Source: an optimization exercise on an open RTL-to-GDS flow (aim: small area, a short achievable clock period and few clock cycles). Production flows keep margins and buffers that such runs may drop. The RTL was checked by simulation tests, not by an equivalence proof against the original design. Power and IR drop assume default switching activity.

<file path="flow/config.mk">
export PLATFORM = sky130hd
export DESIGN_NAME = zc_demod
export DESIGN_NICKNAME = zc_demod
export VERILOG_FILES = /design/flow/design.v
export SDC_FILE = /design/flow/constraint.sdc
export NUM_CORES = 4
export LEC_CHECK = 0
export ABC_AREA = 1
export CAP_MARGIN = 20
export CORE_MARGIN = 2
export CORE_UTILIZATION = 40
export CTS_CLUSTER_DIAMETER = 85
export CTS_CLUSTER_SIZE = 27
export PLACE_DENSITY = 0.6
export SLEW_MARGIN = 20
export SYNTH_HIERARCHICAL = 1
</file>
<file path="flow/constraint.sdc">
create_clock -name core_clock -period 15.0 [get_ports {clk}]
set_input_delay 3.0000 -clock core_clock [delete_from_list [all_inputs] [get_ports {clk}]]
set_output_delay 3.0000 -clock core_clock [all_outputs]
set_load 0.01 [all_outputs]
</file>
<file path="flow/design.v">
module zc_demod (
    input  wire        clk,
    input  wire        rst,
    input  wire        cmd_valid,
    input  wire [31:0] cmd_data,
    output wire        cmd_ready,
    output reg         out_valid,
    output reg  [31:0] out_data,
    output wire [8:0]  status,
    output wire [63:0] sample_count
);
    localparam [16:0] LAST_IDX = 17'd99999;    
    localparam [1:0] FSM_SEARCH = 2'd0, FSM_LOCKED = 2'd1, FSM_CAPT = 2'd2;
    localparam [1:0] S_IDLE = 2'd0, S_HDR = 2'd1, S_DATA = 2'd2, S_END = 2'd3;
    localparam [1:0] PH_START = 2'd0, PH_ALIGN = 2'd1, PH_RUN = 2'd2;
    function automatic [7:0] cat_id(input [2:0] e);
        case (e)
            3'd0: cat_id = 8'h21;  3'd1: cat_id = 8'h12;
            3'd2: cat_id = 8'h07;  3'd3: cat_id = 8'h33;
            3'd4: cat_id = 8'h44;  3'd5: cat_id = 8'h55;
            3'd6: cat_id = 8'h66;  default: cat_id = 8'h77;
        endcase
    endfunction
    function automatic [7:0] cat_flen(input [2:0] e);
        case (e)
            3'd0: cat_flen = 8'd204;  3'd1: cat_flen = 8'd24;
            3'd2: cat_flen = 8'd20;   3'd3: cat_flen = 8'd18;
            3'd4: cat_flen = 8'd40;   3'd5: cat_flen = 8'd64;
            3'd6: cat_flen = 8'd30;   default: cat_flen = 8'd50;
        endcase
    endfunction
    function automatic [7:0] cat_minl(input [2:0] e);
        case (e)
            3'd0: cat_minl = 8'd20;  3'd1: cat_minl = 8'd8;
            3'd2: cat_minl = 8'd3;   3'd3: cat_minl = 8'd4;
            3'd4: cat_minl = 8'd5;   3'd5: cat_minl = 8'd10;
            3'd6: cat_minl = 8'd2;   default: cat_minl = 8'd6;
        endcase
    endfunction
    function automatic cat_msb(input [2:0] e);
        case (e)
            3'd1, 3'd3, 3'd6, 3'd7: cat_msb = 1'b0;
            default:                cat_msb = 1'b1;
        endcase
    endfunction
    function automatic cat_coal_en(input [2:0] e);
        case (e)
            3'd0, 3'd2, 3'd3, 3'd4: cat_coal_en = 1'b1;
            default:                cat_coal_en = 1'b0;
        endcase
    endfunction
    function automatic [7:0] cat_coal(input [2:0] e);
        case (e)
            3'd0, 3'd4: cat_coal = 8'h10;
            default:    cat_coal = 8'h7E;
        endcase
    endfunction
    reg [1:0]  st;
    reg        rdy;              
    reg        ctrl_inv, ctrl_raw, ill, halt;
    reg [2:0]  cause;
    reg [1:0]  fsm;
    reg [16:0] idx;
    reg [1:0]  phase;
    reg        pol;
    reg [16:0] run_start;
    reg [46:0] hist0;
    reg [62:0] hist1;
    reg [38:0] hist2;
    reg [5:0]  fill0, fill1, fill2;    
    reg [6:0]  eff0, eff1, eff2;       
    reg        cv0, cv1, cv2;
    reg [2:0]  marks0;                 
    reg [2:0]  marks1;                 
    reg [1:0]  marks2;                 
    reg [2:0]  lk_e;
    reg [1:0]  lk_ch;
    reg        lk_inv;
    reg [7:0]  flen;
    reg        a_msb, a_cen, a_c7e;      
    reg        f_full;                   
    reg        f_gt0, f_gt1;             
    reg [7:0]  byte_sr;
    reg [2:0]  bit_cnt;
    reg        dle_pend;
    reg [16:0] fr_start;
    reg [16:0] fr_end1;          
    reg [31:0] ring [0:50];
    reg [5:0]  ptr;              
    reg [7:0]  pbyte;            
    reg        pend;
    reg [5:0]  pend_w;           
    reg [1:0]  pend_l;           
    reg [2:0]  widx;
    reg [5:0]  wj;
    reg [5:0]  lastw;            
    reg        post_lock;
    reg [2:0]  post_e;
    reg [1:0]  post_ch;
    reg        post_inv;
    integer i;
    assign cmd_ready    = rdy;
    assign status       = {ctrl_raw, ctrl_inv, ill, cause, halt, fsm};
    assign sample_count = {47'd0, idx};
    wire ev_reset, ev_ill, ev_pe, ev_start, ev_align, ev_run, ev_smp;
    wire ev_inv, ev_raw, ev_eos, ev_iof, s_pol;
    zc_dec u_dec (
        .cmd_valid(cmd_valid), .cmd_data(cmd_data), .rdy(rdy), .halt(halt),
        .ctrl_inv(ctrl_inv), .phase(phase), .pol(pol),
        .ev_reset(ev_reset), .ev_ill(ev_ill), .ev_pe(ev_pe), .ev_start(ev_start),
        .ev_align(ev_align), .ev_run(ev_run), .ev_smp(ev_smp), .ev_inv(ev_inv),
        .ev_raw(ev_raw), .ev_eos(ev_eos), .ev_iof(ev_iof), .s_pol(s_pol)
    );
    wire [16:0] idx_inc = idx + 17'd1;
    wire        at_last = (idx == LAST_IDX);
    wire hold0, bit0, mk0, hold1, bit1, mk1, hold2, bit2, mk2;
    wire b0, b1, b2;
    wire any_lock, g_inv, cap, emit;
    wire [2:0] g_e;
    wire [1:0] g_ch;
    wire [7:0] sr_new;
    wire byte_done, byte_drop, coal_hit;
    zc_pp u_pp (
        .eff0(eff0), .eff1(eff1), .eff2(eff2), .cv0(cv0), .cv1(cv1), .cv2(cv2),
        .hist0(hist0), .hist1(hist1), .hist2(hist2),
        .fill0(fill0), .fill1(fill1), .fill2(fill2),
        .marks0(marks0), .marks1(marks1), .marks2(marks2),
        .fsm(fsm), .lk_ch(lk_ch), .lk_inv(lk_inv),
        .a_msb(a_msb), .a_cen(a_cen), .a_c7e(a_c7e), .f_full(f_full), .f_gt0(f_gt0), .f_gt1(f_gt1),
        .byte_sr(byte_sr), .bit_cnt(bit_cnt), .dle_pend(dle_pend),
        .hold0(hold0), .bit0(bit0), .mk0(mk0), .hold1(hold1), .bit1(bit1), .mk1(mk1),
        .hold2(hold2), .bit2(bit2), .mk2(mk2), .b0(b0), .b1(b1), .b2(b2),
        .any_lock(any_lock), .g_e(g_e), .g_ch(g_ch), .g_inv(g_inv), .cap(cap), .emit(emit),
        .sr_new(sr_new), .byte_done(byte_done), .byte_drop(byte_drop), .coal_hit(coal_hit)
    );
    wire [7:0]  proto  = lk_inv ? (8'd0 - cat_id(lk_e)) : cat_id(lk_e);
    wire [5:0]  nfull  = flen[7:2];
    wire [5:0]  nwd    = nfull + {5'd0, flen[1:0] != 2'd0};
    wire        ring_wr = pend && (ptr == pend_w);
    wire [31:0] ring_in;
    assign ring_in[7:0]   = (ring_wr && pend_l == 2'd0) ? pbyte : ring[0][7:0];
    assign ring_in[15:8]  = (ring_wr && pend_l == 2'd1) ? pbyte : ring[0][15:8];
    assign ring_in[23:16] = (ring_wr && pend_l == 2'd2) ? pbyte : ring[0][23:16];
    assign ring_in[31:24] = (ring_wr && pend_l == 2'd3) ? pbyte : ring[0][31:24];
    wire        wpart  = (wj == nfull);
    wire [31:0] ring_rd = {wpart                           ? 8'd0 : ring_in[31:24],
                           (wpart && flen[1:0] != 2'd3)    ? 8'd0 : ring_in[23:16],
                           (wpart && !flen[1])             ? 8'd0 : ring_in[15:8],
                           ring_in[7:0]};
    wire [16:0] fr_end = fr_end1 - 17'd1;
    reg [31:0] hdr_word;
    always @* begin
        case (widx)
            3'd0:    hdr_word = {4'h8, 3'b000, ctrl_raw, proto, 8'h00, flen};
            3'd1:    hdr_word = {15'd0, fr_start};
            3'd3:    hdr_word = {15'd0, fr_end};
            default: hdr_word = 32'd0;
        endcase
    end
    wire data_last = (ptr == wj) && (wj == lastw);
    always @(posedge clk) begin
        for (i = 0; i < 50; i = i + 1)
            ring[i] <= ring[i + 1];
        ring[50] <= ring_in;
    end
    task clear_frame;
        begin
            flen     <= 8'd0;
            f_full   <= 1'b0;
            f_gt0    <= 1'b0;
            f_gt1    <= 1'b0;
            bit_cnt  <= 3'd0;
            dle_pend <= 1'b0;
            pend     <= 1'b0;
        end
    endtask
    task do_capture;
        begin
            fr_end1 <= idx;
            fsm     <= FSM_CAPT;
            byte_sr <= sr_new;
            bit_cnt <= bit_cnt + 3'd1;
            if (byte_done) begin
                if (byte_drop) begin
                    dle_pend <= 1'b0;
                end else begin
                    pbyte  <= sr_new;
                    pend   <= 1'b1;
                    pend_w <= flen[7:2];
                    pend_l <= flen[1:0];
                    flen     <= flen + 8'd1;
                    f_full   <= (flen + 8'd2 == cat_flen(lk_e));
                    f_gt0    <= f_gt1;
                    f_gt1    <= (flen + 8'd1 >= cat_minl(lk_e));
                    dle_pend <= coal_hit;
                end
            end
        end
    endtask
    task do_lock(input [2:0] e, input [1:0] k, input inv);
        begin
            clear_frame;
            lk_e     <= e;
            a_msb    <= cat_msb(e);
            a_cen    <= cat_coal_en(e);
            a_c7e    <= (cat_coal(e) == 8'h7E);
            lk_ch    <= k;
            lk_inv   <= inv;
            fsm      <= FSM_LOCKED;
            fr_start <= run_start;
            fr_end1  <= idx;
        end
    endtask
    task do_halt(input [2:0] why);
        begin
            clear_frame;
            fsm       <= FSM_SEARCH;
            phase     <= PH_START;
            cv0       <= 1'b0;
            cv1       <= 1'b0;
            cv2       <= 1'b0;
            halt      <= 1'b1;
            cause     <= why;
            out_valid <= 1'b1;
        end
    endtask
    task reset_all;
        begin
            clear_frame;
            st       <= S_IDLE;
            rdy      <= 1'b1;
            ctrl_inv <= 1'b0;
            ctrl_raw <= 1'b0;
            ill      <= 1'b0;
            halt     <= 1'b0;
            cause    <= 3'd0;
            fsm      <= FSM_SEARCH;
            idx      <= 17'd0;
            phase    <= PH_START;
            fill0    <= 6'd0;
            fill1    <= 6'd0;
            fill2    <= 6'd0;
            cv0      <= 1'b0;
            cv1      <= 1'b0;
            cv2      <= 1'b0;
            marks0   <= 3'd0;
            marks1   <= 3'd0;
            marks2   <= 2'd0;
            ptr      <= 6'd0;
        end
    endtask
    always @(posedge clk) begin
        out_valid <= 1'b0;
        case (st)
            S_IDLE:  out_data <= {4'h9, 26'd0, cmd_data[30] ? {cmd_data[28], 1'b1} : 2'b10};
            S_HDR:   out_data <= hdr_word;
            S_DATA:  out_data <= ring_rd;
            default: out_data <= {4'h9, 25'd0, 3'd2};
        endcase
        ptr       <= (ptr == 6'd50) ? 6'd0 : ptr + 6'd1;
        if (ring_wr) pend <= 1'b0;
        if (rst || ev_reset) begin
            reset_all;
        end else begin
            case (st)
            S_IDLE: begin
                if (ev_ill) ill <= 1'b1;
                if (ev_inv) ctrl_inv <= cmd_data[0];
                if (ev_raw) ctrl_raw <= cmd_data[0];
                if (ev_eos) do_halt(3'd1);
                if (ev_iof) do_halt(3'd3);
                if (ev_start) phase <= PH_ALIGN;
                if (ev_start || ev_smp || ev_pe) pol <= s_pol;
                if (ev_align) begin
                    phase     <= PH_RUN;
                    eff0      <= 7'd1;
                    eff1      <= 7'd1;
                    eff2      <= 7'd1;
                    run_start <= idx;
                end
                if (ev_run) begin
                    if (eff0 != 7'd127) eff0 <= eff0 + 7'd1;
                    if (eff1 != 7'd127) eff1 <= eff1 + 7'd1;
                    if (eff2 != 7'd127) eff2 <= eff2 + 7'd1;
                end
                if (ev_smp) begin
                    idx <= idx_inc;
                    if (at_last) do_halt(3'd2);
                end
                if (ev_pe) begin
                    cv0  <= hold0;
                    eff0 <= hold0 ? eff0 + 7'd1 : 7'd1;
                    if (bit0) begin
                        marks0 <= 3'd0;
                        hist0  <= {hist0[45:0], b0};
                        if (fill0 != 6'd47) fill0 <= fill0 + 6'd1;
                    end
                    if (mk0 && marks0 != 3'd7) marks0 <= marks0 + 3'd1;
                    cv1  <= hold1;
                    eff1 <= hold1 ? eff1 + 7'd1 : 7'd1;
                    if (bit1) begin
                        marks1 <= 3'd0;
                        hist1  <= {hist1[61:0], b1};
                        if (fill1 != 6'd63) fill1 <= fill1 + 6'd1;
                    end
                    if (mk1 && marks1 != 3'd5) marks1 <= marks1 + 3'd1;
                    cv2  <= hold2;
                    eff2 <= hold2 ? eff2 + 7'd1 : 7'd1;
                    if (bit2) begin
                        marks2 <= 2'd0;
                        hist2  <= {hist2[37:0], b2};
                        if (fill2 != 6'd39) fill2 <= fill2 + 6'd1;
                    end
                    if (mk2 && marks2 != 2'd3) marks2 <= marks2 + 2'd1;
                    if (emit) begin
                        if (cap) do_capture;
                        post_lock <= any_lock;
                        post_e    <= g_e;
                        post_ch   <= g_ch;
                        post_inv  <= g_inv;
                        widx      <= 3'd0;
                        st        <= S_HDR;
                        rdy       <= 1'b0;
                    end else begin
                        idx       <= idx_inc;
                        run_start <= idx;
                        if (any_lock)  do_lock(g_e, g_ch, g_inv);
                        else if (cap)  do_capture;
                        if (at_last) do_halt(3'd2);
                    end
                end
            end
            S_HDR: begin
                out_valid <= 1'b1;
                lastw     <= nwd - 6'd1;
                widx      <= widx + 3'd1;
                wj        <= 6'd0;
                if (widx == 3'd4) st <= S_DATA;
            end
            S_DATA: begin
                if (ptr == wj) begin
                    out_valid <= 1'b1;
                    wj        <= wj + 6'd1;
                end
                if (data_last) begin
                    idx       <= idx_inc;
                    run_start <= idx;
                    if (post_lock) begin
                        do_lock(post_e, post_ch, post_inv);
                    end else begin
                        clear_frame;
                        fsm <= FSM_SEARCH;
                    end
                    st  <= at_last ? S_END : S_IDLE;
                    rdy <= !at_last;
                end
            end
            default: begin  
                do_halt(3'd2);
                st  <= S_IDLE;
                rdy <= 1'b1;
            end
            endcase
        end
    end
endmodule
module zc_dec (
    input  wire        cmd_valid,
    input  wire [31:0] cmd_data,
    input  wire        rdy,
    input  wire        halt,
    input  wire        ctrl_inv,
    input  wire [1:0]  phase,
    input  wire        pol,
    output wire        ev_reset,     
    output wire        ev_ill,       
    output wire        ev_pe,        
    output wire        ev_start,     
    output wire        ev_align,     
    output wire        ev_run,       
    output wire        ev_smp,       
    output wire        ev_inv,
    output wire        ev_raw,
    output wire        ev_eos,
    output wire        ev_iof,
    output wire        s_pol
);
    localparam [1:0] PH_START = 2'd0, PH_ALIGN = 2'd1, PH_RUN = 2'd2;
    wire c_nop    = (cmd_data == 32'h0000_0000);
    wire c_sample = (cmd_data[31:16] == 16'h1000);
    wire c_setinv = (cmd_data[31:1] == 31'h1000_0000);
    wire c_setraw = (cmd_data[31:1] == 31'h1800_0000);
    wire c_eos    = (cmd_data == 32'h4000_0000);
    wire c_iofail = (cmd_data == 32'h5000_0000);
    wire c_reset  = (cmd_data == 32'hF000_0000);
    wire c_ill    = !(c_nop | c_sample | c_setinv | c_setraw | c_eos | c_iofail | c_reset);
    wire accept = cmd_valid && rdy;
    wire run    = accept && !halt;
    wire s_zero = (cmd_data[15:0] == 16'd0);
    assign s_pol = ctrl_inv ? (cmd_data[15] | s_zero) : !cmd_data[15];
    wire pe_if1    = (phase == PH_RUN) && !pol;
    wire pe_if0    = (phase == PH_RUN) && pol;
    wire pulse_end = s_pol ? pe_if1 : pe_if0;
    assign ev_reset = accept && c_reset;
    assign ev_ill   = accept && c_ill;
    assign ev_pe    = run && c_sample && pulse_end;
    assign ev_smp   = run && c_sample && !pulse_end;
    assign ev_start = run && c_sample && (phase == PH_START);
    assign ev_align = run && c_sample && (phase == PH_ALIGN) && !pol && s_pol;
    assign ev_run   = run && c_sample && (phase == PH_RUN) && !pulse_end;
    assign ev_inv   = run && c_setinv;
    assign ev_raw   = run && c_setraw;
    assign ev_eos   = run && c_eos;
    assign ev_iof   = run && c_iofail;
endmodule
module zc_pp (
    input  wire [6:0]  eff0, eff1, eff2,
    input  wire        cv0, cv1, cv2,
    input  wire [46:0] hist0,
    input  wire [62:0] hist1,
    input  wire [38:0] hist2,
    input  wire [5:0]  fill0, fill1, fill2,
    input  wire [2:0]  marks0,
    input  wire [2:0]  marks1,
    input  wire [1:0]  marks2,
    input  wire [1:0]  fsm,
    input  wire        a_msb, a_cen, a_c7e,
    input  wire        f_full, f_gt0, f_gt1,
    input  wire [1:0]  lk_ch,
    input  wire        lk_inv,
    input  wire [7:0]  byte_sr,
    input  wire [2:0]  bit_cnt,
    input  wire        dle_pend,
    output wire        hold0, bit0, mk0, hold1, bit1, mk1, hold2, bit2, mk2,
    output wire        b0, b1, b2,
    output wire        any_lock,
    output wire [2:0]  g_e,
    output wire [1:0]  g_ch,
    output wire        g_inv,
    output wire        cap,
    output wire        emit,
    output wire [7:0]  sr_new,
    output wire        byte_done,
    output wire        byte_drop,
    output wire        coal_hit
);
    localparam [1:0] FSM_SEARCH = 2'd0, FSM_LOCKED = 2'd1, FSM_CAPT = 2'd2;
    localparam [47:0] PAT0 = 48'h6969_6969_6910;
    localparam [63:0] PAT1 = 64'hA5F0_3C96_E14B_7D28;
    localparam [31:0] PAT3 = 32'hB34F_0A5C;
    localparam [39:0] PAT5 = 40'hE8_1D4B_2796;
    localparam [39:0] PAT6 = 40'h17_E2B4_D869;
    assign hold0 = (eff0 <= 7'd7);
    assign bit0  = (eff0 >= 7'd8)  && (eff0 <= 7'd12);
    assign mk0   = (eff0 >= 7'd18) && (eff0 <= 7'd22);
    assign hold1 = (eff1 <= 7'd14);
    assign bit1  = (eff1 >= 7'd15) && (eff1 <= 7'd24);
    assign mk1   = (eff1 >= 7'd35) && (eff1 <= 7'd44);
    assign hold2 = (eff2 <= 7'd29);
    assign bit2  = (eff2 >= 7'd30) && (eff2 <= 7'd49);
    assign mk2   = (eff2 >= 7'd70) && (eff2 <= 7'd89);
    assign b0 = !cv0;
    assign b1 = !cv1;
    assign b2 = !cv2;
    wire f0_48 = (fill0 >= 6'd47);
    wire f0_32 = (fill0 >= 6'd31);
    wire f1_64 = (fill1 >= 6'd63);
    wire f2_40 = (fill2 >= 6'd39);
    wire a0n = f0_48 && (hist0[46:0] ==  PAT0[47:1]);
    wire a0i = f0_48 && (hist0[46:0] == ~PAT0[47:1]);
    wire a3n = f0_32 && (hist0[30:0] ==  PAT3[31:1]);
    wire a3i = f0_32 && (hist0[30:0] == ~PAT3[31:1]);
    wire a1n = f1_64 && (hist1[62:0] ==  PAT1[63:1]);
    wire a1i = f1_64 && (hist1[62:0] == ~PAT1[63:1]);
    wire a5n = f2_40 && (hist2[38:0] ==  PAT5[39:1]);
    wire a5i = f2_40 && (hist2[38:0] == ~PAT5[39:1]);
    wire a6n = f2_40 && (hist2[38:0] ==  PAT6[39:1]);
    wire a6i = f2_40 && (hist2[38:0] == ~PAT6[39:1]);
    wire       hit0  = b0 ? (a0i | a3i) : (a0n | a3n);
    wire [2:0] hte0  = b0 ? (a0i ? 3'd0 : 3'd3) : (a0n ? 3'd0 : 3'd3);
    wire       hit1  = b1 ? a1i : a1n;
    wire       hit2  = b2 ? (a6n | a5i) : (a5n | a6i);
    wire [2:0] hte2  = b2 ? (a6n ? 3'd6 : 3'd5) : (a5n ? 3'd5 : 3'd6);
    wire       hti2  = b2 ? !a6n : !a5n;
    wire mh0 = (marks0 == 3'd6);
    wire mh1 = (marks1 == 3'd4);
    wire mh2 = (marks2 == 2'd2);
    wire lock0 = (bit0 && hit0) || (mk0 && mh0);
    wire lock1 = (bit1 && hit1) || (mk1 && mh1);
    wire lock2 = (bit2 && hit2) || (mk2 && mh2);
    wire [2:0] le0 = bit0 ? hte0 : 3'd7;
    wire       li0 = bit0 && b0;
    wire [2:0] le1 = bit1 ? 3'd1 : 3'd4;
    wire       li1 = bit1 && b1;
    wire [2:0] le2 = bit2 ? hte2 : 3'd2;
    wire       li2 = bit2 && hti2;
    assign any_lock = lock0 | lock1 | lock2;
    assign     g_e   = lock2 ? le2 : lock1 ? le1 : le0;
    assign     g_ch  = lock2 ? 2'd2 : lock1 ? 2'd1 : 2'd0;
    assign       g_inv = lock2 ? li2 : lock1 ? li1 : li0;
    wire active = (fsm != FSM_SEARCH);
    wire cap0 = bit0 && !hit0;
    wire cap1 = bit1 && !hit1 && !lock0;
    wire cap2 = bit2 && !hit2 && !lock0 && !lock1;
    assign cap  = active && (lk_ch == 2'd0 ? cap0 : lk_ch == 2'd1 ? cap1 : cap2);
    wire       cb_raw   = (lk_ch == 2'd0) ? b0 : (lk_ch == 2'd1) ? b1 : b2;
    wire       cbit     = cb_raw ^ lk_inv;
    assign     sr_new   = a_msb ? {byte_sr[6:0], cbit} : {cbit, byte_sr[7:1]};
    assign       byte_done = (bit_cnt == 3'd7);
    assign       coal_hit = a_cen && (sr_new == (a_c7e ? 8'h7E : 8'h10));
    assign       byte_drop = coal_hit && dle_pend;
    wire       app      = byte_done && !byte_drop;
    wire       full_if  = f_full;
    wire       gt_min0  = f_gt0;
    wire       gt_min1  = f_gt1;
    wire cap_full = cap && app && full_if;
    wire lock_emit = any_lock &&
                     (cap ? (app ? gt_min1 : gt_min0) : (fsm == FSM_CAPT && gt_min0));
    assign emit = cap_full || lock_emit;
endmodule
</file>
<file path="flow/flow/run.sh">
#!/bin/bash
# Standard layout (standard synthesis, floorplan, place, CTS, route), with
# repair_timing asked for more setup slack than the clock period needs, so
# that it shortens the critical paths, and port buffers that it can size.
set -euo pipefail
bash standard.sh finish SETUP_SLACK_MARGIN=10.3 "BUFFER_PORTS_ARGS=-buffer_cell sky130_fd_sc_hd__buf_2" > make_finish.log 2>&1
</file>
<file path="flow/standard.sh">
#!/bin/bash
# synth_recipe.tcl (not shown) runs the flow's synth.tcl, then flattens the netlist and writes it again
# the make line also repeats each setting of config.mk as NAME=value (left out here)
make -C /OpenROAD-flow-scripts/flow DESIGN_CONFIG=/design/flow/config.mk WORK_HOME=/design/flow/orfs CLKGATE_MAP_FILE= SYNTH_SCRIPT=/design/flow/synth_recipe.tcl "${@:-finish}"
</file>
==> flow_results.org, run 1 <==
** Run status
- Status :: finished clean

** Setup path
- For the worst setup path, the data required time is 15.42 ns.
- The worst setup path is launched from an input pin.
- Critical path class :: in2reg
- Biggest fanout along the worst timing path :: 7
- STA puts the critical path data arrival time at 5.06 ns.
- STA classifies the critical path endpoint as a register.

** Yosys
- Part of the Yosys area used for sequential elements :: 81.13%
- By count the netlist is led by sky130_fd_sc_hd__dfxtp_1 (1747), sky130_fd_sc_hd__nand2_1 (626), sky130_fd_sc_hd__nor2_1 (335).
- Dominant register cell in the synthesized netlist :: sky130_fd_sc_hd__dfxtp_1
- In this run the cell area of the synthesized design comes to 0.05336 mm2.
- Cells taking the most area after synthesis :: sky130_fd_sc_hd__dfxtp_1 (66%), sky130_fd_sc_hd__edfxtp_1 (16%), sky130_fd_sc_hd__nand2_1 (4.4%), sky130_fd_sc_hd__nor2_1 (2.4%), sky130_fd_sc_hd__inv_1 (2.2%)
- #FFs+latches synth :: 2024
- Summed over all instances, the cell type with the most area after synthesis is sky130_fd_sc_hd__dfxtp_1.
- EDFF count, synth :: 277
- The Yosys step of the flow raised 8 warnings.
- Share of synthesized flip-flops with an asynchronous set or reset :: 0%
- Synthesized area per cell :: 12.93 um2
- Gate count after technology mapping :: 4128
- The share of synthesized area in the top cell type comes to 65.55%.
- Number of distinct library cells after synthesis :: 67
- In the post-synthesis netlist, the cell with the most instances is sky130_fd_sc_hd__dfxtp_1.

** Global routing
- Global routing consumed, on the met1 layer, 18.78% of the routing resources.
- Aggregate global routing overflow :: 0
- The via count of the first global-routing pass came to 24630.
- Global Route Usage Sum :: 12.29%
- GRT Max-Usage Layer :: met1
- The number of antenna violations at the first check in global routing is 4.
- In the global route stage, met3 resource usage came out at 2.049%.
- Wire length of the first global-routing pass :: 135.4 mm
- For met2 alone, demand over resource in global routing was 17.87%.
- Entering global routing, the biggest net connects 64 pins.

** Floorplanning
- In this run the horizontal extent of the chip is 369.2 um.
- The die covers 0.1363 mm2.
- The floorplan step set the die height to 369.2 um.
- Number of top-level design ports :: 142
- Initial core utilization :: 40.13%
- Placeable core region :: 0.1330 mm2
- In this run the core area contains 134 standard-cell rows.

** Placement
- After detailed placement, the total cell area comes to 0.05583 mm2.
- Detailed placement ended at an HPWL of 55.04 mm.
- Total instance count after detailed placement :: 5951
- Timing analysis after detailed placement gives a worst setup slack of 8.793 ns.
- Routability-driven placement finished with a final weighted congestion of 0.8256.
- During placement, the flow inserted port buffers numbering 94.

** Finish
- Sequential cell area :: 0.04329 mm2
- The multi-input combinational cells in the finished layout cover a total of 0.008660 mm2.
- After routing the design area is 0.05884 mm2.
- Layout-stage area growth over the synthesis result :: 10.27%
- Number of nets in the finished design :: 4371
- Fillcell total :: 11960
- Non-filler cells, final :: 6098
- The post-route netlist has 8.408% of its cells at a drive strength greater than 1.

** Timing
- Slew HR :: 29.02%
- Setup repair after global routing could not meet its margin everywhere.
- The clock arrives with 0.03817 ns of skew.
- Adding up every negative setup slack in the final design gives 0 ns.
- Least-Margin Pin Slew :: 1.061 ns
- In the post-route analysis, the smallest setup slack over all paths is 10.37 ns.
- Counting I/O delays and the setup requirement, the final critical path takes 4.634 ns.
- Setup violations remaining at the end of the flow were counted as 0.
- The final number of max-transition violations is 0.
- Based on the critical path, the design can be clocked at up to 215.8 MHz.
- Final hold violation count :: 0
- In the finished design, the share of the clock period the worst path needs comes to 30.90%.

** Detailed routing
- After detailed routing, the number of remaining DRC violations is 0.
- Dividing the detail-routed wire length by the instance count gives 13.90 um.
- For this run, the detailed router's first-pass iteration total came to 5.
- Total detailed-routing wirelength :: 84.76 mm
- Post-detailed-route count of antenna-violating nets :: 0
- In this run, the number of DRC markers left after iteration 0 of detailed routing was 1957.
- Detailed routing inserted a total of 26500 vias.
- In the routed layout, each cell is associated on average with a via count of 4.345.

** Min path
- The tightest min-delay check is of the reg2reg type.

** Clocking
- Counting the buffers created by CTS gives 89.
- CTS hold repair buffers :: 0
- For this design, the sink count on the clock tree is 2024.
- For the worst-skew pair, the clock arrives at the later sink with an insertion delay of 0.70 ns.
- TritonCTS built the clock tree.
- Clock edge transition at the registers on the reported setup and hold paths :: 0.11 ns
- The root buffer cell chosen for the clock tree is sky130_fd_sc_hd__clkbuf_16.
- In this run the deepest clock path goes through 3 buffers.
- In this run the number of H-tree levels came out at 3.

** Power
- IR analysis of the VDD net gives a maximum drop of 0.00009189 V.
- For this design the static power due to leakage is 0.02335 uW.
- Cell area power density :: 140.6 mW/mm2

** Job
- The tool flagged a number of max-cap violations equal to 0.
==> flip-flops by register name, indices dropped and copies added, names as in the netlist, 7 cells and up <==
name / flops
hist0: 47
out_data: 32
eff1: 7
hist2: 39
fr_start: 17
ring: 1632
run_start: 17
eff0: 7
byte_sr: 8
eff2: 7
idx: 17
flen: 8
fr_end1: 17
pbyte: 8
hist1: 63
==> kinds of logic (layout without fill, tap and decap cells) <==
group / Yosys count / in the layout / synth area share, %
buffers and inverters: 424 / 577 / 3.489
xor gates and xnor gates: 23 / 23 / 0.3775
and+or+nand+nor: 1320 / 1322 / 10.87
other: 1 / 48 / 0.007028
AOI/OAI and AO/OA: 297 / 297 / 3.217
muxes: 3 / 3 / 0.06331
adders and majority gates: 36 / 36 / 0.8442
DFF: 2024 / 2024 / 81.13
==> metrics by stage <==
step	power [uW]	hold WS [ns]	util [%]
after detailed placement	5662	0.3121	41.99
final	8273	0.3073	44.25
after global routing	8583	0.3180	44.25
after floorplan	5656	0.3096	-
after global placement	5661	0.3098	41.98
after CTS	8387	0.3009	44.04
==> cell type report <==
type                    instances  share of cell area [%]
flip-flops and latches       2024                   73.58
multi-input cells            1728                   14.72
clock buffers                  98                   3.843
well taps                    1768                   3.760
inverters                     330                   2.124
repair buffers                127                   1.382
clock inverters                22                  0.5869
diodes                          1                0.004253
==> per-module statistics from Yosys, one instance, submodules excluded <==
module    cells  copies in the design  area (um2)  flip-flops and latches
zc_dec       83                     1       399.1                       0
zc_pp       578                     1        2605                       0
zc_demod   3467                     1       50350                    2024
==> critical path: stages <==
cell	delay (ns)
sky130_fd_sc_hd__buf_2	0.09
sky130_fd_sc_hd__nor2_1	0.11
sky130_fd_sc_hd__nand2_1	0.09
sky130_fd_sc_hd__nor2_2	0.15
sky130_fd_sc_hd__nand2_4	0.08
sky130_fd_sc_hd__nand2_2	0.07
sky130_fd_sc_hd__nand2_2	0.06
sky130_fd_sc_hd__nand2_2	0.08
sky130_fd_sc_hd__nand3_2	0.10
sky130_fd_sc_hd__nor2_4	0.12
sky130_fd_sc_hd__buf_12	0.15
sky130_fd_sc_hd__clkinvlp_4	0.12
sky130_fd_sc_hd__o211ai_1	0.28
sky130_fd_sc_hd__clkbuf_8	0.22
sky130_fd_sc_hd__mux2_2	0.32
==> path summary, 6_finish.rpt <==
| path | from | end | slack (ns) | cells after the start |
|---|---|---|---|---|
| worst min register to register | ring[1][7] | ring[0][7] | 0.31 | 0 |
| worst max-delay path | cmd_data[14] | run_start[9] | 10.37 | 15 |
| worst max register to register | cv1 | fr_end1[13] | 10.78 | 19 |
| worst min-delay path | ring[1][7] | ring[0][7] | 0.31 | 0 |
==> cells in the final DEF, fill, tap and decap left out, drive strengths merged, types with 53 or more instances in the layout <==
cell / netlist / layout
clkbuf: 20 / 102
nand3: 155 / 155
nor2: 355 / 356
o21ai: 134 / 134
dfxtp: 1747 / 1747
nand4: 53 / 53
nand2: 643 / 643
buf: 74 / 123
edfxtp: 277 / 277
inv: 324 / 334
nor3: 55 / 55
a21oi: 102 / 102
==> metal layers <==
| layer | part of all wire (%) | vias up |
|---|---|---|
| met5 | 0 | - |
| met4 | 2.3 | 0 |
| met3 | 4.5 | 123 |
| met2 | 42 | 547 |
| met1 | 52 | 12350 |
| li1 | - | 13480 |
==> power by group <==
| part | internal (uW) | switching [uW] |
|---|---|---|
| clock network | 1150 | 1580 |
| logic | 17.6 | 32.5 |
| registers | 5480 | 7.84 |
| total | 6650 | 1620 |
==> timing repair <==
item	CTS	global route
resized for setup	14	28
buffers inserted	6	16
endpoints found under the setup margin	359	251
pin swaps	5	9
cloned	1	3
Testbench counts, summed over its fixed seeds: cycles 390,972.
==> run 2, diff against run 1 <==
--- a/flow/config.mk
+++ b/flow/config.mk
@@ -9,8 +9,8 @@
 export CAP_MARGIN = 20
 export CORE_MARGIN = 2
 export CORE_UTILIZATION = 40
-export CTS_CLUSTER_DIAMETER = 85
-export CTS_CLUSTER_SIZE = 27
+export CTS_CLUSTER_DIAMETER = 70
+export CTS_CLUSTER_SIZE = 24
 export PLACE_DENSITY = 0.6
 export SLEW_MARGIN = 20
 export SYNTH_HIERARCHICAL = 1
==> flow_results.org, run 2 <==
** Placement
- Count of input and output buffers :: 94 (unchanged)
- Final HPWL DP :: 55.04 mm (unchanged)
- The final weighted congestion of routability-driven global placement was 0.8256 (unchanged).
- The cell total after placement came to 5951 (unchanged).

** Setup path
- The highest net fanout along the worst path is 15 (+8).
- Critical Path AT :: 5.08 ns (+0.02 ns)
- Traced cell by cell, the critical path runs through buf_2 > nor2_1 > nand2_1 > nor2_2 > nand2_4 > nand2_2 > nand2_2 > nand2_2 > nand3_2 > nor2_4 > buf_12 > clkinvlp_4 > o211ai_1 > buf_4 > buf_2 > a21oi_1.
- The logic depth of the worst register-to-register path came to 19 (unchanged).
- The setup path with the least slack is of type in2reg.
- Startpoint class of the critical path :: input pin
- The largest individual stage delay along the critical path comes from the cell sky130_fd_sc_hd__o211ai_1.
- The endpoint identified for the worst register-to-register timing path is fr_end1[7].
- The most numerous cell type found on the critical path is sky130_fd_sc_hd__nand2_2.
- Following the worst setup path forward leads to its endpoint at run_start[6].
- The number of logic stages on the critical path including buffering came to 16 (+1).
- The worst register-to-register path begins at cv1.
- Largest stage delay, worst path :: 0.29 ns (-0.03 ns)
- CP Capture Type :: register
- Grouping stages by cell kind, the critical path spends the most delay in simple AND/OR/NAND/NOR gates.
- Reg-to-reg slack, setup :: 10.79 ns (about the same)
- The critical path buffer and inverter count is 5 (+1).
- The data required time of the critical path came to 15.42 ns (about the same).
- Launch point of the critical path :: cmd_data[15]

** Floorplanning
- Vertical extent of the die :: 369.2 um (unchanged)
- The count of pins on the block boundary came to 142 (unchanged).
- The number of rows in the core area came to 134 (unchanged).
- The area inside the core boundary is 0.1330 mm2 (unchanged).
- The full die area came to 0.1363 mm2 (unchanged).
- Horiz. Die Dim :: 369.2 um (unchanged)
- The effective utilization at floorplan came to 40.13% (unchanged).

** Global routing
- The total global routing track utilization came to 12.35% (+0.064 points).
- The maximum number of pins on one net before global-route repair is 64 (unchanged).
- The number of antenna violations at the first check in global routing was 5 (+1).
- Wire length of the first global-routing pass :: 136.1 mm (+0.52%)
- Via count of the first global-routing pass :: 24920 (+1.2%)
- The aggregate global routing overflow is 0 (unchanged).

** Detailed routing
- Number of DRC markers after the initial detailed-route iteration :: 1975 (+0.92%)
- Via count of the routed design :: 26470 (-0.098%)
- The number of detailed-routing iterations run before antenna repair came to 6 (+1).
- Average wire per cell in the routed design :: 13.90 um (about the same)
- DRC Markers :: 0 (unchanged)
- The number of nets with antenna violations after routing came to 0 (unchanged).
- Total detailed-routing wirelength :: 85.17 mm (+0.48%)
- The mean number of vias per cell was 4.322 (-0.54%).

** Yosys
- The top-area cell type share of the netlist area was 65.55% (unchanged).
- The count of state elements after synthesis was 2024 (unchanged).
- Dominant register cell in the synthesized netlist :: sky130_fd_sc_hd__dfxtp_1
- Synthesized area per cell :: 12.93 um2 (unchanged)
- Ranked by instance count, the synthesized netlist is headed by sky130_fd_sc_hd__dfxtp_1 (1747), sky130_fd_sc_hd__nand2_1 (626), sky130_fd_sc_hd__nor2_1 (335).
- The largest total area in the synthesized netlist belongs to sky130_fd_sc_hd__dfxtp_1.
- Cells taking the most area after synthesis :: sky130_fd_sc_hd__dfxtp_1 (66%), sky130_fd_sc_hd__edfxtp_1 (16%), sky130_fd_sc_hd__nand2_1 (4.4%), sky130_fd_sc_hd__nor2_1 (2.4%), sky130_fd_sc_hd__inv_1 (2.2%)
- Share of synthesized flip-flops with an asynchronous set or reset :: 0% (unchanged)
- Gate count after technology mapping :: 4128 (unchanged)
- Syn Std Cell Area :: 0.05336 mm2 (unchanged)
- Number of distinct library cells after synthesis :: 67 (unchanged)
- Most used standard cell by instance count after synthesis :: sky130_fd_sc_hd__dfxtp_1
- EDFF count, synth :: 277 (unchanged)
- Part of the Yosys area used for sequential elements :: 81.13% (unchanged)
- Synthesis warning total :: 8 (unchanged)

** Clocking
- The clock sink count came to 2024 (unchanged).
- CTS max path bufs :: 3 (unchanged)
- Clock tree from TritonCTS :: built
- The count of hold-fix buffers inserted at cts is 0 (unchanged).
- The clock transition time at the flip-flop clock pins of the worst setup and hold paths was 0.08 ns (-0.03 ns).
- Insertion delay of the later-clocked pin in the worst-skew pair :: 0.71 ns (about the same)
- Number of levels the H-tree was split into :: 3 (unchanged)
- Clock tree root buffer cell :: sky130_fd_sc_hd__clkbuf_16
- The CTS buffer count came to 107 (+20%).

** Timing
- Setup repair after global routing could not meet its margin everywhere.
- The setup-violating endpoint count in the final report was 0 (unchanged).
- Slew HR :: 25.98% (-3.0 points)
- The final count of hold timing violations was 0 (unchanged).
- Final clock skew :: 0.04822 ns (+0.01005 ns)
- The setup TNS after final layout came to 0 ns (unchanged).
- Number of pins with negative max-slew slack in the final report :: 0 (unchanged)
- The share of the clock period used by the worst path after layout was 31.06% (+0.16 points).
- Least-Margin Pin Slew :: 1.106 ns (+0.04548 ns)
- The peak clock frequency supported by timing came to 214.7 MHz (-0.52%).
- Crit path time final :: 4.659 ns (+0.02430 ns)

** Finish
- Leaving out fill and tap cells, the most frequent cell in the layout is sky130_fd_sc_hd__dfxtp_1.
- The total area of sequential cells was 0.04329 mm2 (unchanged).
- Layout cells sized above 1 :: 9.070% (+0.66 points)
- The total area of multi-input combinational cells is 0.008651 mm2 (-0.10%).
- Flip-flop count of the largest register, all copies and words added :: 1632 (unchanged)
- Layout-stage area growth over the synthesis result :: 11.41%
- Most used cells in the layout excluding fill and tap cells :: sky130_fd_sc_hd__dfxtp_1 (1747), sky130_fd_sc_hd__nand2_1 (621), sky130_fd_sc_hd__nor2_1 (320), sky130_fd_sc_hd__inv_1 (305), sky130_fd_sc_hd__edfxtp_1 (277)
- Non-filler cells, final :: 6125 (+0.44%)
- The largest registers in the layout are ring (1632), hist1 (63), hist0 (47).
- The count of nets after finishing was 4384 (+0.30%).
- Largest register by flop count :: ring
- Fillcell total :: 11920 (-0.33%)

** Power
- Leak Pwr :: 0.02363 uW (+1.2%)
- The total power is 8602 uW (+4.0%).
- The highest ir drop seen on vdd came to 0.00009818 V (+6.9%).
- The power density of the placed cells was 144.7 mW/mm2 (+2.9%).

** Run status
- Status :: finished clean

** Job
- The number of maximum-capacitance violations is 0 (unchanged).

** Min path
- The tightest min-delay check is of the reg2reg type.
## run 2: cell count changes in the layout (fill, tap and decap cells not counted), moves of 2 or more
cell	delta
sky130_fd_sc_hd__inv_8	+3
sky130_fd_sc_hd__clkbuf_1	-4
sky130_fd_sc_hd__clkinvlp_4	+2
sky130_fd_sc_hd__inv_12	+6
sky130_fd_sc_hd__inv_16	-2
sky130_fd_sc_hd__clkbuf_16	+19
sky130_fd_sc_hd__buf_4	-5
sky130_fd_sc_hd__bufinv_16	-2
sky130_fd_sc_hd__clkinv_8	+8
## run 2: final cells by class
class / count / area share [%]
Tap cell: 1768 / 3.721
Timing Repair Buffer: 122 / 1.305
Clock buffer: 114 / 4.601
Clock inverter: 37 / 0.8840
Inverter: 330 / 2.103
Multi-Input combinational cell: 1728 / 14.55
Antenna cell: 2 / 0.008419
Sequential cell: 2024 / 72.83
## run 2: cell families after synthesis
family,Yosys count,share of synthesized area [%]
flops,2024,81.13
simple gates,1320,10.87
buf+inv,424,3.489
compound gates,297,3.217
fa+ha+maj,36,0.8442
xor+xnor,23,0.3775
mux,3,0.06331
other cells,1,0.007028
## run 2: power breakdown
group | total [uW] | internal (uW) | leakage, uW | switching (uW)
clock | 3060 | 1370 | 0.00157 | 1700
sequential | 5490 | 5480 | 0.0166 | 7.84
combinational | 49.8 | 17.5 | 0.00551 | 32.3
total | 8600 | 6870 | 0.0236 | 1740
## run 2: worst min-delay path by stage
stage	startpoint	endpoint	slack, ns	cells after the start
after floorplan	ring[1][0]	ring[0][0]	0.31	0
after global placement	ring[50][2]	ring[49][2]	0.31	0
after detailed placement	ring[1][21]	ring[0][21]	0.31	0
after CTS	ring[21][10]	ring[20][10]	0.29	0
after global routing	ring[15][4]	ring[14][4]	0.30	0
final	ring[23][12]	ring[22][12]	0.29	0
## run 2: worst register-to-register path: stages, from the launching register on
cell	delay, ns
sky130_fd_sc_hd__dfxtp_1	0.72
sky130_fd_sc_hd__inv_2	0.33
sky130_fd_sc_hd__nor2_1	0.17
sky130_fd_sc_hd__nand3_1	0.09
sky130_fd_sc_hd__nand2_1	0.11
sky130_fd_sc_hd__nand2_1	0.06
sky130_fd_sc_hd__nor2_1	0.12
sky130_fd_sc_hd__nand3_1	0.15
sky130_fd_sc_hd__nand2_1	0.14
sky130_fd_sc_hd__nor2_1	0.06
sky130_fd_sc_hd__nor2_1	0.12
sky130_fd_sc_hd__nand2_2	0.09
sky130_fd_sc_hd__nand2_1	0.11
sky130_fd_sc_hd__nor2_1	0.05
sky130_fd_sc_hd__nand2_1	0.08
sky130_fd_sc_hd__nand2_2	0.14
sky130_fd_sc_hd__nor2_1	0.44
sky130_fd_sc_hd__nor2_1	0.08
sky130_fd_sc_hd__nand2_1	0.66
sky130_fd_sc_hd__o21ai_0	0.19
## run 2: per-stage QoR
step | area (um2) | worst slack (ns) | utilization [%] | hold WS, ns
after floorplan | 53730 | 9.552 | - | 0.3096
after global placement | 55820 | 8.850 | 41.98 | 0.3098
after detailed placement | 55830 | 8.793 | 41.99 | 0.3121
after CTS | 59200 | 10.31 | 44.53 | 0.2947
after global routing | 59440 | 10.20 | 44.71 | 0.3038
final | 59450 | 10.34 | 44.71 | 0.2929
## run 2: what timing repair did
item	in CTS	in global routing
pin swaps	5	8
buffers inserted	6	11
gates resized for setup	13	28
setup endpoints to repair	359	251
cloned	1	3
## run 2: layer usage
metal / share of wire, % / GRT usage (%) / wire (um) / vias up
li1: - / - / - / 13520
met1: 52 / 18.72 / 44120 / 12290
met2: 41 / 17.97 / 35310 / 547
met3: 4.7 / 2.362 / 4018 / 124
met4: 2.0 / 3.226 / 1721 / 0
met5: 0 / 0 / 0 / -
## run 2: modules after synthesis (local to each module, per instance)
module    area (um2)  copies in the design
zc_pp           2605                     1
zc_demod       50350                     1
zc_dec         399.1                     1
==> run 3, diff against run 2 <==
==> flow/flow/run.sh (replaced) <==
#!/bin/bash
# Standard layout (standard synthesis, floorplan, place, CTS, route), with
# repair_timing asked for more setup slack than the clock period needs, so
# that it shortens the critical paths, and port buffers that it can size.
set -euo pipefail
bash standard.sh finish SETUP_SLACK_MARGIN=10.9 "BUFFER_PORTS_ARGS=-buffer_cell sky130_fd_sc_hd__buf_2" > make_finish.log 2>&1
==> flow_results.org, run 3 <==
** Yosys
- Part of the Yosys area used for sequential elements :: 81.13% (unchanged)
- Dominant register cell in the synthesized netlist :: sky130_fd_sc_hd__dfxtp_1
- The number of distinct library cells after synthesis came to 67 (unchanged).
- The synthesized instance count was 4128 (unchanged).
- Cells taking the most area after synthesis :: sky130_fd_sc_hd__dfxtp_1 (66%), sky130_fd_sc_hd__edfxtp_1 (16%), sky130_fd_sc_hd__nand2_1 (4.4%), sky130_fd_sc_hd__nor2_1 (2.4%), sky130_fd_sc_hd__inv_1 (2.2%)
- Synthesis warning total :: 8 (unchanged)
- The count of state elements after synthesis was 2024 (unchanged).
- Cell taking the most area after synthesis :: sky130_fd_sc_hd__dfxtp_1
- Syn Std Cell Area :: 0.05336 mm2 (unchanged)
- The mean instance size in the synthesized netlist is 12.93 um2 (unchanged).
- Share of synthesized flip-flops with an asynchronous set or reset :: 0% (unchanged)
- The commonest cells after synthesis are sky130_fd_sc_hd__dfxtp_1 (1747), sky130_fd_sc_hd__nand2_1 (626), sky130_fd_sc_hd__nor2_1 (335).
- The top-area cell type share of the netlist area is 65.55% (unchanged).
- EDFF count, synth :: 277 (unchanged)
- The most common cell in the synthesized netlist is sky130_fd_sc_hd__dfxtp_1.

** Clocking
- The clock transition time at the flip-flop clock pins of the worst setup and hold paths is 0.09 ns (about the same).
- TritonCTS sink count :: 2024 (unchanged)
- The number of buffers on the longest clock path came to 3 (unchanged).
- Number of buffers added by the clock tree synthesis step :: 107 (unchanged)
- The H-tree level count was 3 (unchanged).
- Clock tree from TritonCTS :: built
- The clock network latency to the later pin of the worst-skew pair is 0.72 ns (about the same).
- Clock tree root buffer cell :: sky130_fd_sc_hd__clkbuf_16

** Timing
- Least-Margin Pin Slew :: 0.9477 ns (-0.1585 ns)
- Aggregate negative setup slack :: 0 ns (unchanged)
- The final number of max-transition violations came to 0 (unchanged).
- The peak clock frequency supported by timing was 218.2 MHz (+1.6%).
- The worst hold slack after final layout came to 0.2914 ns (-0.001590 ns).
- The setup slack of the critical path after layout was 10.42 ns (+0.07560 ns).
- The final worst clock skew was 0.07070 ns (+0.02248 ns).
- Crit path time final :: 4.583 ns (-0.07560 ns)
- Final setup viols :: 0 (unchanged)
- Setup repair after global routing could not meet its margin everywhere.
- Period Utilization, post-route :: 30.55% (-0.50 points)
- The worst slew margin relative to its limit came to 36.15% (+10 points).
- Final hold violation count :: 0 (unchanged)

** Power
- Leak Pwr :: 0.02492 uW (+5.4%)
- Clock network fraction of total power :: 35.4% (-0.2 points)
- Switching power summed over all nets :: 1749 uW (+0.72%)
- Net Sw Frac :: 20.33% (+0.14 points)
- Cell area power density :: 136.9 mW/mm2 (-5.4%)
- The part of the total power dissipated in sequential elements is 63.7% (about the same).
- Combinational fraction of design power :: 0.9% (+0.3 points)
- Internal power of the cells :: 6855 uW (-0.14%)
- The highest ir drop seen on vdd came to 0.0001030 V (+4.9%).

** Detailed routing
- The via count came to 27600 (+4.3%).
- Number of DRC markers after the initial detailed-route iteration :: 2202 (+11%)
- Detailed-routing iteration count for the pre-antenna-repair pass :: 6 (unchanged)
- The number of nets with antenna violations after routing is 0 (unchanged).
- The mean number of vias per cell came to 4.406 (+1.9%).
- Total detailed-routing wirelength :: 92.94 mm (+9.1%)
- DRC Markers :: 0 (unchanged)
- Average wire per cell in the routed design :: 14.84 um (+6.7%)

** Setup path
- Capture point of the worst path :: hist2[34]
- Reg-to-reg slack, setup :: 11.26 ns (+0.47 ns)
- In this run the critical register-to-register path is launched from eff1[2].
- The worst setup path is launched from an input pin.
- Critical path class :: in2reg
- The arrival time at the worst endpoint is 5.01 ns (-0.07 ns).
- R2R cell count :: 18 (-1)
- Biggest fanout along the worst timing path :: 7 (-8)
- Tracing the worst setup path back leads to its startpoint at cmd_data[9].
- The data required time of the critical path came to 15.43 ns (about the same).
- Endpoint of the worst register-to-register path :: fr_start[10]
- The worst setup path is captured at a register.

** Floorplanning
- Vertical extent of the die :: 369.2 um (unchanged)
- Number of top-level design ports :: 142 (unchanged)
- The effective utilization at floorplan is 40.13% (unchanged).
- Die footprint :: 0.1363 mm2 (unchanged)
- The area inside the core boundary was 0.1330 mm2 (unchanged).
- The number of rows in the core area is 134 (unchanged).
- Horiz. Die Dim :: 369.2 um (unchanged)

** Global routing
- The total global routing track utilization came to 13.21% (+0.86 points).
- Initial antenna violation count :: 3 (-2)
- Largest net degree at the start of global routing :: 35 (-45%)
- Aggregate global routing overflow :: 0 (unchanged)
- Via count of the first global-routing pass :: 25960 (+4.2%)
- The global-route wire length before repair came to 143.7 mm (+5.6%).

** Finish
- Most used cells in the layout excluding fill and tap cells :: sky130_fd_sc_hd__dfxtp_1 (1690), sky130_fd_sc_hd__nand2_1 (583), sky130_fd_sc_hd__inv_1 (290), sky130_fd_sc_hd__edfxtp_1 (277), sky130_fd_sc_hd__nor2_1 (273)
- Layout cells sized above 1 :: 16.95% (+7.9 points)
- Fillcell total :: 11560 (-3.0%)
- Compared with the post-synthesis result, the final layout area differs by 17.79%.
- The count of nets after finishing is 4525 (+3.2%).
- The largest registers in the layout are ring (1632), hist1 (63), hist0 (47).
- Leaving out fill and tap cells, the most frequent cell in the layout is sky130_fd_sc_hd__dfxtp_1.
- Ranked by flip-flop count, first place goes to ring.
- Post-route design area :: 0.06285 mm2 (+5.7%)
- The number of flip-flops in the largest register was 1632 (unchanged).

** Placement
- Final HPWL DP :: 55.61 mm (+1.0%)
- Setup slack after placement :: 8.715 ns (-0.07758 ns)
- The final weighted congestion of routability-driven global placement came to 0.8436 (+2.2%).
- Dpl cell area :: 0.05587 mm2 (about the same)
- The number of I/O port buffers was 94 (unchanged).

** Job
- The number of maximum-capacitance violations is 0 (unchanged).

** Min path
- Worst min-delay path category :: reg2reg

** Run status
- Status :: finished clean
[run 3: cell counts after synthesis]
Identical to the previous run, type by type.
[run 3: Yosys stat by module (local to each module, per instance)]
module,cells,times used,area [um2],flops+latches
zc_pp,578,1,2605,0
zc_dec,83,1,399.1,0
zc_demod,3467,1,50350,2024
[run 3: routing by layer]
layer | part of all wire, % | track usage [%]
met5 | 0 | 0
met3 | 5.3 | 2.466
met4 | 2.9 | 3.995
met2 | 42 | 19.14
met1 | 50 | 19.91
[run 3: area by class of cell]
type                       count  area [um2]  share of cell area [%]
sequential                  2024       43430                   69.10
multi-input combinational   1730        9605                   15.28
timing repair buffer         261        3156                   5.021
clock buffer                 113        2700                   4.296
tap                         1768        2212                   3.520
inverter                     330        1279                   2.035
clock inverter                38       467.9                  0.7446
antenna                        1       2.502                0.003982
[run 3: worst min path at each step]
| stage | start | end | slack [ns] | cells after the start |
|---|---|---|---|---|
| after global routing | ring[24][15] | ring[23][15] | 0.29 | 0 |
| after global placement | ring[28][5] | ring[27][5] | 0.31 | 0 |
| after floorplan | ring[1][0] | ring[0][0] | 0.31 | 0 |
| final | ring[24][15] | ring[23][15] | 0.29 | 0 |
| after detailed placement | ring[1][13] | ring[0][13] | 0.31 | 0 |
| after CTS | ring[18][7] | ring[17][7] | 0.28 | 0 |
[run 3: cell families (layout without fill, tap and decap cells)]
group	Yosys count	count (layout)	share of synthesized area (%)
xor gates and xnor gates	23	23	0.3775
adders and majority gates	36	36	0.8442
buffers and inverters	424	742	3.489
other	1	48	0.007028
and+or+nand+nor	1320	1324	10.87
DFF	2024	2024	81.13
muxes	3	3	0.06331
AOI/OAI and AO/OA	297	297	3.217
[run 3: stage by stage]
stage	total power, uW	utilization, %	std cells
2_1_floorplan	5656	-	4174
3_3_place_gp	5662	42.02	5951
3_5_place_dp	5663	42.02	5951
4_1_cts	8697	46.18	6219
5_1_grt	8914	47.27	6264
6_report	8605	47.27	6265
[run 3: power by group through the flow]
stage               registers (uW)  clock network, uW  logic, uW
finish                        5490               3040       77.5
detailed placement            5620                  0       47.6
global route                  5490               3340       83.2
CTS                           5480               3150       65.3
global placement              5620                  0       46.4
floorplan                     5610                  0       43.3
[run 3: what timing repair did]
action,CTS,global route
hold buffers,0,0
pin swaps,71,75
gates resized for setup,322,254
gates cloned,23,13
endpoints found under the setup margin,460,475
setup buffers,94,32
[run 3: critical path, stage by stage]
cell and delay (ns):
sky130_fd_sc_hd__buf_6 0.10, sky130_fd_sc_hd__nor2_4 0.09, sky130_fd_sc_hd__nand2_2 0.07, sky130_fd_sc_hd__nor2_4 0.12, sky130_fd_sc_hd__nand2_2 0.07, sky130_fd_sc_hd__nand2_2 0.07, sky130_fd_sc_hd__nand2_2 0.06, sky130_fd_sc_hd__nand2_2 0.10
sky130_fd_sc_hd__nand3_4 0.08, sky130_fd_sc_hd__nor2_4 0.15, sky130_fd_sc_hd__buf_6 0.13, sky130_fd_sc_hd__buf_6 0.13, sky130_fd_sc_hd__nand2_8 0.09, sky130_fd_sc_hd__buf_6 0.14, sky130_fd_sc_hd__nor3_4 0.27, sky130_fd_sc_hd__buf_6 0.20
sky130_fd_sc_hd__buf_16 0.12
==> run 4, diff against run 3 <==
==> flow/flow/run.sh (replaced) <==
#!/bin/bash
# Standard layout (standard synthesis, floorplan, place, CTS, route), with
# repair_timing asked for more setup slack than the clock period needs, so
# that it shortens the critical paths, and port buffers that it can size.
set -euo pipefail
bash standard.sh finish SETUP_SLACK_MARGIN=10.6 "BUFFER_PORTS_ARGS=-buffer_cell sky130_fd_sc_hd__buf_2" > make_finish.log 2>&1
==> flow_results.org, run 4 <==
** Finish
- The largest registers in the layout are ring (1632), hist1 (63), hist0 (47).
- Sequential cell area :: 0.04333 mm2 (-0.21%)
- The layout cell share with drive strength beyond 1 came to 12.93% (-4.0 points).
- Relative to the synthesized area, the layout overhead comes to 14.63%.
- Footprint of the multi-input gates :: 0.009166 mm2 (-4.6%)
- The area of all placed cells without fillers was 0.06116 mm2 (-2.7%).
- Flip-flop count of the largest register, all copies and words added :: 1632 (unchanged)
- Ranked by flip-flop count, first place goes to ring.
- Most used cells in the layout excluding fill and tap cells :: sky130_fd_sc_hd__dfxtp_1 (1726), sky130_fd_sc_hd__nand2_1 (603), sky130_fd_sc_hd__inv_1 (295), sky130_fd_sc_hd__nor2_1 (294), sky130_fd_sc_hd__edfxtp_1 (277)
- The number of filler cells placed in the layout was 11690 (+1.1%).
- Commonest non-fill, non-tap cell in the layout :: sky130_fd_sc_hd__dfxtp_1
- Number of nets in the finished design :: 4463 (-1.4%)

** Clocking
- The CTS buffer count came to 103 (-3.7%).
- The clock network latency to the later pin of the worst-skew pair was 0.71 ns (about the same).
- TritonCTS sink count :: 2024 (unchanged)
- Number of levels the H-tree was split into :: 3 (unchanged)
- The clock transition time at the flip-flop clock pins of the worst setup and hold paths was 0.09 ns (about the same).
- CTS max path bufs :: 3 (unchanged)
- Clock tree from TritonCTS :: built
- Clock tree root buffer cell :: sky130_fd_sc_hd__clkbuf_16

** Placement
- Final HPWL DP :: 56.22 mm (+1.1%)
- The final weighted congestion of routability-driven global placement came to 0.8481 (+0.53%).
- Count of input and output buffers :: 94 (unchanged)
- The minimum setup slack after placement came to 8.774 ns (+0.05901 ns).
- Dpl cell area :: 0.05587 mm2 (about the same)

** Yosys
- The count of state elements after synthesis was 2024 (unchanged).
- EDFF count, synth :: 277 (unchanged)
- The mean instance size in the synthesized netlist is 12.93 um2 (unchanged).
- Yosys attributes the largest share of cell area to sky130_fd_sc_hd__dfxtp_1 (66%), sky130_fd_sc_hd__edfxtp_1 (16%), sky130_fd_sc_hd__nand2_1 (4.4%), sky130_fd_sc_hd__nor2_1 (2.4%), sky130_fd_sc_hd__inv_1 (2.2%).
- The synthesized instance count is 4128 (unchanged).
- The count of synthesis-stage warnings from yosys is 8 (unchanged).
- Number of distinct library cells after synthesis :: 67 (unchanged)
- Among all flip-flop cells after synthesis, the most frequent one is sky130_fd_sc_hd__dfxtp_1.
- Post-synth top area share :: 65.55% (unchanged)
- Cell taking the most area after synthesis :: sky130_fd_sc_hd__dfxtp_1
- The cell area after synthesis came to 0.05336 mm2 (unchanged).
- Sorting the synthesized cells by how often they occur yields sky130_fd_sc_hd__dfxtp_1 (1747), sky130_fd_sc_hd__nand2_1 (626), sky130_fd_sc_hd__nor2_1 (335).
- The fraction of synthesis flops using an asynchronous set or reset pin was 0% (unchanged).
- Part of the Yosys area used for sequential elements :: 81.13% (unchanged)
- sky130_fd_sc_hd__dfxtp_1 is the most common cell in the netlist.

** Timing
- The final worst clock skew is 0.04202 ns (-0.02868 ns).
- The final number of max-transition violations is 0 (unchanged).
- Final hold violation count :: 0 (unchanged)
- The slew at the pin with the worst max-slew slack was 0.9695 ns (+0.02182 ns).
- Aggregate negative setup slack :: 0 ns (unchanged)
- The setup-violating endpoint count in the final report is 0 (unchanged).
- Final-layout worst hold slack :: 0.3152 ns (+0.02383 ns)
- The worst slew margin relative to its limit came to 35.36% (-0.79 points).
- The setup slack of the critical path after layout came to 10.44 ns (+0.02560 ns).
- Crit path time final :: 4.557 ns (-0.02560 ns)
- Maximum frequency from static timing analysis :: 219.4 MHz (+0.56%)
- Period Utilization, post-route :: 30.38% (-0.17 points)
- Unrepaired setup endpoints after global routing :: true

** Floorplanning
- Vertical extent of the die :: 369.2 um (unchanged)
- The area inside the core boundary was 0.1330 mm2 (unchanged).
- Horiz. Die Dim :: 369.2 um (unchanged)
- The full die area came to 0.1363 mm2 (unchanged).
- The effective utilization at floorplan is 40.13% (unchanged).
- Standard-cell rows :: 134 (unchanged)
- Number of top-level design ports :: 142 (unchanged)

** Power
- IR Drop Worst-Case VDD :: 0.00009314 V (-9.6%)
- The power density of the placed cells came to 140.1 mW/mm2 (+2.4%).
- The static leakage came to 0.02435 uW (-2.3%).

** Detailed routing
- The post-detailed-route wirelength per cell is 14.64 um (-1.3%).
- The number of nets with antenna violations after routing came to 0 (unchanged).
- The total length of routed wires is 90.81 mm (-2.3%).
- The number of design rule violations left after detail routing was 0 (unchanged).
- Via count of the routed design :: 27110 (-1.8%)
- The mean number of vias per cell came to 4.371 (-0.78%).
- Number of DRC markers after the initial detailed-route iteration :: 1882 (-15%)
- The number of detailed-routing iterations run before antenna repair is 5 (-1).

** Setup path
- The arrival time at the worst endpoint is 5.00 ns (about the same).
- The slack of the worst reg-to-reg path was 11.00 ns (-0.26 ns).
- Startpoint class of the critical path :: input pin
- Delay-heaviest family, CP :: simple AND/OR/NAND/NOR gates
- The startpoint identified for the worst register-to-register timing path is cv1.
- The endpoint identified for the worst register-to-register timing path is a_c7e.
- Biggest fanout along the worst timing path :: 5 (-2)
- The critical path buffer and inverter count is 5 (-1).
- The largest individual stage delay along the critical path comes from the cell sky130_fd_sc_hd__mux2_4.
- CP most frequent cell :: sky130_fd_sc_hd__nand2_4
- The signal on the critical path passes through buf_6 > nor2_4 > nand2_2 > nor2_4 > nand2_4 > nand2_4 > nand2_4 > nand2_4 > nand3_4 > nor2_4 > buf_12 > clkinvlp_4 > o211ai_1 > buf_4 > buf_6 > mux2_4.
- The data required time of the critical path is 15.44 ns (about the same).
- The worst setup path is of the in2reg kind.
- Largest stage delay, worst path :: 0.30 ns (+0.03 ns)
- R2R cell count :: 17 (-1)
- The worst setup path is captured at a register.

** Global routing
- Initial antenna violation count :: 4 (+1)
- Via count of the first global-routing pass :: 25480 (-1.9%)
- The global-route wire length before repair came to 139.2 mm (-3.1%).
- Aggregate global routing overflow :: 0 (unchanged)
- The maximum number of pins on one net before global-route repair came to 64 (+83%).
- The total global routing track utilization was 12.81% (-0.40 points).

** Run status
- Status :: finished clean

** Min path
- Cell count of the worst hold path :: 0 (unchanged)
- Worst hold path endpoint :: ring[28][10]
- The startpoint identified for the worst hold timing path is ring[29][10].
- The min-delay analysis places its worst path in the category reg2reg.

** Job
- Max-cap violations :: 0 (unchanged)
## run 4: cell count changes in the layout (fill, tap and decap cells not counted), moves of 21 or more
| cell | before | now |
|---|---|---|
| sky130_fd_sc_hd__buf_2 | 23 | 79 |
| sky130_fd_sc_hd__buf_4 | 65 | 38 |
| sky130_fd_sc_hd__buf_6 | 120 | 51 |
| sky130_fd_sc_hd__dfxtp_1 | 1690 | 1726 |
| sky130_fd_sc_hd__nor2_1 | 273 | 294 |
| sky130_fd_sc_hd__nor2_4 | 59 | 38 |
| sky130_fd_sc_hd__o21ai_0 | 82 | 104 |
## run 4: worst register-to-register path, cell delays in order (launching register included)
cell and delay (ns):
sky130_fd_sc_hd__dfxtp_1 0.73, sky130_fd_sc_hd__inv_2 0.31, sky130_fd_sc_hd__nand2_1 0.17, sky130_fd_sc_hd__nand4_1 0.12, sky130_fd_sc_hd__nand3_1 0.12, sky130_fd_sc_hd__o21ai_0 0.24
sky130_fd_sc_hd__nor2_2 0.20, sky130_fd_sc_hd__nand3_2 0.11, sky130_fd_sc_hd__nand3_1 0.09, sky130_fd_sc_hd__nand2_1 0.05, sky130_fd_sc_hd__inv_1 0.08, sky130_fd_sc_hd__nand3_2 0.08
sky130_fd_sc_hd__nand3_2 0.09, sky130_fd_sc_hd__nand2_2 0.13, sky130_fd_sc_hd__nor2_1 0.42, sky130_fd_sc_hd__nor2_1 0.13, sky130_fd_sc_hd__nor4_4 0.41, sky130_fd_sc_hd__buf_6 0.22
## run 4: worst max-delay path by stage
stage / slack [ns] / startpoint / end / depth (start not counted)
final: 10.44 / cmd_data[12] / run_start[1] / 16
after global routing: 10.39 / cmd_data[12] / flen[2] / 23
after CTS: 10.50 / cmd_data[4] / run_start[1] / 16
after detailed placement: 8.77 / cmd_data[2] / run_start[1] / 14
after global placement: 8.86 / cmd_data[2] / run_start[7] / 14
after floorplan: 9.56 / cmd_data[2] / hist1[0] / 14
## run 4: layout make-up
class	count	share of cell area, %
multi-input combinational	1728	14.99
inverter	330	2.068
clock buffer	115	4.355
clock inverter	28	0.7426
timing repair buffer	205	3.369
tap	1768	3.617
antenna	4	0.01636
sequential	2024	70.85
## run 4: cells by family after synthesis
family	synth area share, %
simple gates	10.87
fa+ha+maj	0.8442
buf+inv	3.489
compound gates	3.217
flops	81.13
mux	0.06331
other cells	0.007028
xor+xnor	0.3775
## run 4: per-module statistics from Yosys (local to each module, per instance)
module	cells	area (um2)
zc_pp	578	2605
zc_demod	3467	50350
zc_dec	83	399.1
## run 4: layer usage
layer	up-vias	wire length (um)	track usage, %
met5	-	13	0
met3	167	5205	2.717
li1	13680	-	-
met1	12610	45100	19.06
met2	652	37600	18.35
met4	2	2880	4.396
## run 4: per-stage QoR
| step | utilization (%) | total power, uW | cells |
|---|---|---|---|
| final | 46.00 | 8572 | 6202 |
| after global routing | 46.00 | 8881 | 6198 |
| after CTS | 45.05 | 8673 | 6153 |
| after detailed placement | 42.02 | 5663 | 5952 |
| after global placement | 42.02 | 5662 | 5952 |
| after floorplan | - | 5656 | 4174 |
## run 4: repair_timing
item	in CTS	in global routing
buffers inserted	52	25
resized for setup	111	173
cloned	6	20
hold buffers	0	0
setup endpoints to repair	412	396
pin swaps	38	61
## run 4: power breakdown
| group | internal, uW | total, uW | switching (uW) |
|---|---|---|---|
| Sequential | 5480 | 5490 | 7.98 |
| Combinational | 30.3 | 72.3 | 42.0 |
| Clock | 1360 | 3010 | 1650 |

-- what the ideal ports hide --
In the flow no input, the clock included, has a driving cell. The finished layouts below were timed again as built, in two steps.
Step 1 (the two cells are an assumption about what drives the block):
set clk [get_ports {clk}]
set_driving_cell -lib_cell sky130_fd_sc_hd__clkbuf_16 $clk
set_driving_cell -lib_cell sky130_fd_sc_hd__buf_2 [delete_from_list [all_inputs] $clk]
Step 2 times the ports against the registers' clock, not the clock port: input delays grow and output delays shrink by t, the midpoint of the rising clock arrivals with the driver on.
Three values: ideal ports, drivers, drivers and shift; two values: the first two.
run | t (ns) | slack for setup (ns) | worst setup path at the end | clock arrival spread, ns | slew at the worst register clock pin (ns)
run 1 | 0.745 | 10.366 / 10.416 / 9.671 | input to register | 0.040 / 0.040 | 0.11 / 0.11
run 2 | 0.757 | 10.341 / 10.388 / 9.631 | input to register | 0.049 / 0.048 | 0.09 / 0.09
run 3 | 0.758 | 10.417 / 10.445 / 9.687 | input to register | 0.075 / 0.075 | 0.09 / 0.09
run 4 | 0.764 | 10.442 / 10.485 / 9.722 | input to register | 0.047 / 0.047 | 0.10 / 0.10
After both steps every run listed still meets setup and hold. The setup slack of run 3, which loses most, moves by +0.028 ns with the drivers and by -0.730 ns with both steps.
